What follows belongs to an exercise in optimizing a design on an open flow for small area, a short achievable clock period and few clock cycles per item; a production flow would make more cautious choices.
Only simulation tests tie the RTL to the original design; equivalence was not proved.

== job 101 ==
## lpc_synth
module lpc_synth (
    input  wire        clk,
    input  wire        rst,
    input  wire        in_valid,
    output wire        in_ready,
    input  wire        unvoiced,
    input  wire [7:0]  pitch,
    input  wire [9:0]  energy,
    input  wire [99:0] k,           
    output reg         out_valid,
    output wire [9:0]  out_sample
);
    localparam [1:0] S_IDLE = 2'd0,    
                     S_C1   = 2'd1,
                     S_C2   = 2'd2,
                     S_C3   = 2'd3;
    reg [1:0]  st;
    reg [1:0]  st_next;
    reg [14:0] kd  [0:4];           
    reg [14:0] b_r [0:4];           
    reg [15:0] p_r [0:4];           
    reg [18:0] base_r;              
    reg [13:0] u10v_r;              
    reg [9:0]  prev_energy;
    reg [14:0] x   [0:9];
    reg [14:0] xn  [0:9];           
    reg [14:0] b_early [0:4];
    wire       c4 = (st == S_IDLE) && out_valid;
    reg [4:0]  sel3, sel4;
    reg        hi_ok, lo_ok;
    wire accept = (st == S_C3);
    assign in_ready = (st == S_C3);
    always @(*) begin
        case (st)
            S_IDLE:  st_next = in_valid ? S_C1 : S_IDLE;
            S_C1:    st_next = S_C2;
            S_C2:    st_next = S_C3;
            default: st_next = S_IDLE;
        endcase
        if (rst)
            st_next = S_IDLE;
    end
    wire [7:0] exc;
    wire [7:0] chirp_next;
    wire       noise_neg;
    lpc_excitation u_exc (
        .clk        (clk),
        .rst        (rst),
        .step       (accept),
        .unvoiced   (unvoiced),
        .pitch      (pitch),
        .exc        (exc),
        .chirp_next (chirp_next),
        .noise_neg  (noise_neg)
    );
    wire [13:0] e8  = {{1{prev_energy[9]}}, prev_energy, 3'd0};
    wire [13:0] u10 = !hi_ok   ? 14'd0 :
                      unvoiced ? (noise_neg ? -e8 : e8) : u10v_r;
    wire [15:0] m [0:4];
    genvar g;
    generate
        for (g = 0; g < 5; g = g + 1) begin : g_mul
            wire [14:0] c = (g < 4 ? {15{sel3[g]}} & x[g+5] : 15'd0)
                          | ({15{sel4[g]}}  & x[g]);
            lpc_mac u_mac (
                .d (kd[g]),
  ...
Size in the first run: roughly 4000 cells after synthesis, about 450 flip-flops, about 39000 sq um of cells after synthesis.
==> flow/config.mk <==
export PLATFORM = sky130hd
export DESIGN_NAME = lpc_synth
export DESIGN_NICKNAME = lpc_synth
export VERILOG_FILES = /design/flow/design.v
export SDC_FILE = /design/flow/constraint.sdc
export NUM_CORES = 4
export LEC_CHECK = 0
export CAP_MARGIN = 20
export CORE_MARGIN = 2
export CORE_UTILIZATION = 40
export SLEW_MARGIN = 20
==> flow/constraint.sdc <==
create_clock -name core_clock -period 12.0 [get_ports {clk}]
set_input_delay 2.4000 -clock core_clock [delete_from_list [all_inputs] [get_ports {clk}]]
set_output_delay 2.4000 -clock core_clock [all_outputs]
set_load 0.01 [all_outputs]
standard.sh (not shown) runs the stock make flow with config.mk's settings and CLKGATE_MAP_FILE= SYNTH_SCRIPT=/design/flow/synth_recipe.tcl, a recipe that flattens the netlist after the stock synthesis.
==> flow/flow/run.sh <==
#!/bin/bash
# The standard layout (the standard.sh: ORFS synthesis to finish, then
# the final DEF), with timing repair aiming 6.5 ns below the clock period so
# the resizer also works on paths that already meet the 12 ns clock.
set -o pipefail
bash standard.sh SETUP_SLACK_MARGIN=6.5 finish > standard.log 2>&1
Job 101: flow completed, timing, DRC and antenna clean
Testbench counts of job 101, summed over its fixed seeds: cycles 64,008, items 16,000.
Changes in job 102 relative to job 101:
==> flow/flow/run.sh <==
#!/bin/bash
# The standard layout (the standard.sh: ORFS synthesis to finish, then
# the final DEF), with timing repair aiming 7 ns below the clock period so
# the resizer also works on paths that already meet the 12 ns clock, and
# max-slew/max-capacitance repair aiming 10% (not 20%) below the limits.
set -o pipefail
bash standard.sh SETUP_SLACK_MARGIN=7 CAP_MARGIN=10 SLEW_MARGIN=10 finish > standard.log 2>&1
## What came out
- ~same total instance count after detailed placement in job 102 and job 101
- Job 102 against job 101: maximum number of pins on one net before global-route repair dropped about 11%; post-detailed-placement half-perimeter wirelength barely changed.

-- separate check: timing with driven ports --
No port has a modelled driver above. Below, the same layouts with a new extraction and two added sets of constraints. Step 1: set_driving_cell puts a clkbuf_16 on clk and a buf_2 on each other input, an assumption about the parent block. Step 2 also shifts input and output timing later by t, the mid clock arrival at the registers, as if the neighbouring blocks saw the same clock. Slacks: no drivers / after step 1 / after step 2; pairs: no drivers / after step 1.
| run | t (ns) | setup WS [ns] | slew at the worst register clock pin (ns) | cell pins on the clock port's net |
|---|---|---|---|---|
| job 101 | 0.708 | 6.737 / 6.737 / 6.203 | 0.07 / 0.07 | 1 |
| job 102 | 0.717 | 7.004 / 7.004 / 6.401 | 0.07 / 0.07 | 1 |
After both steps setup and hold are still met in every run listed. The setup slack of job 102, which loses most, moves by 0.000 ns with the drivers and by -0.603 ns with both steps.
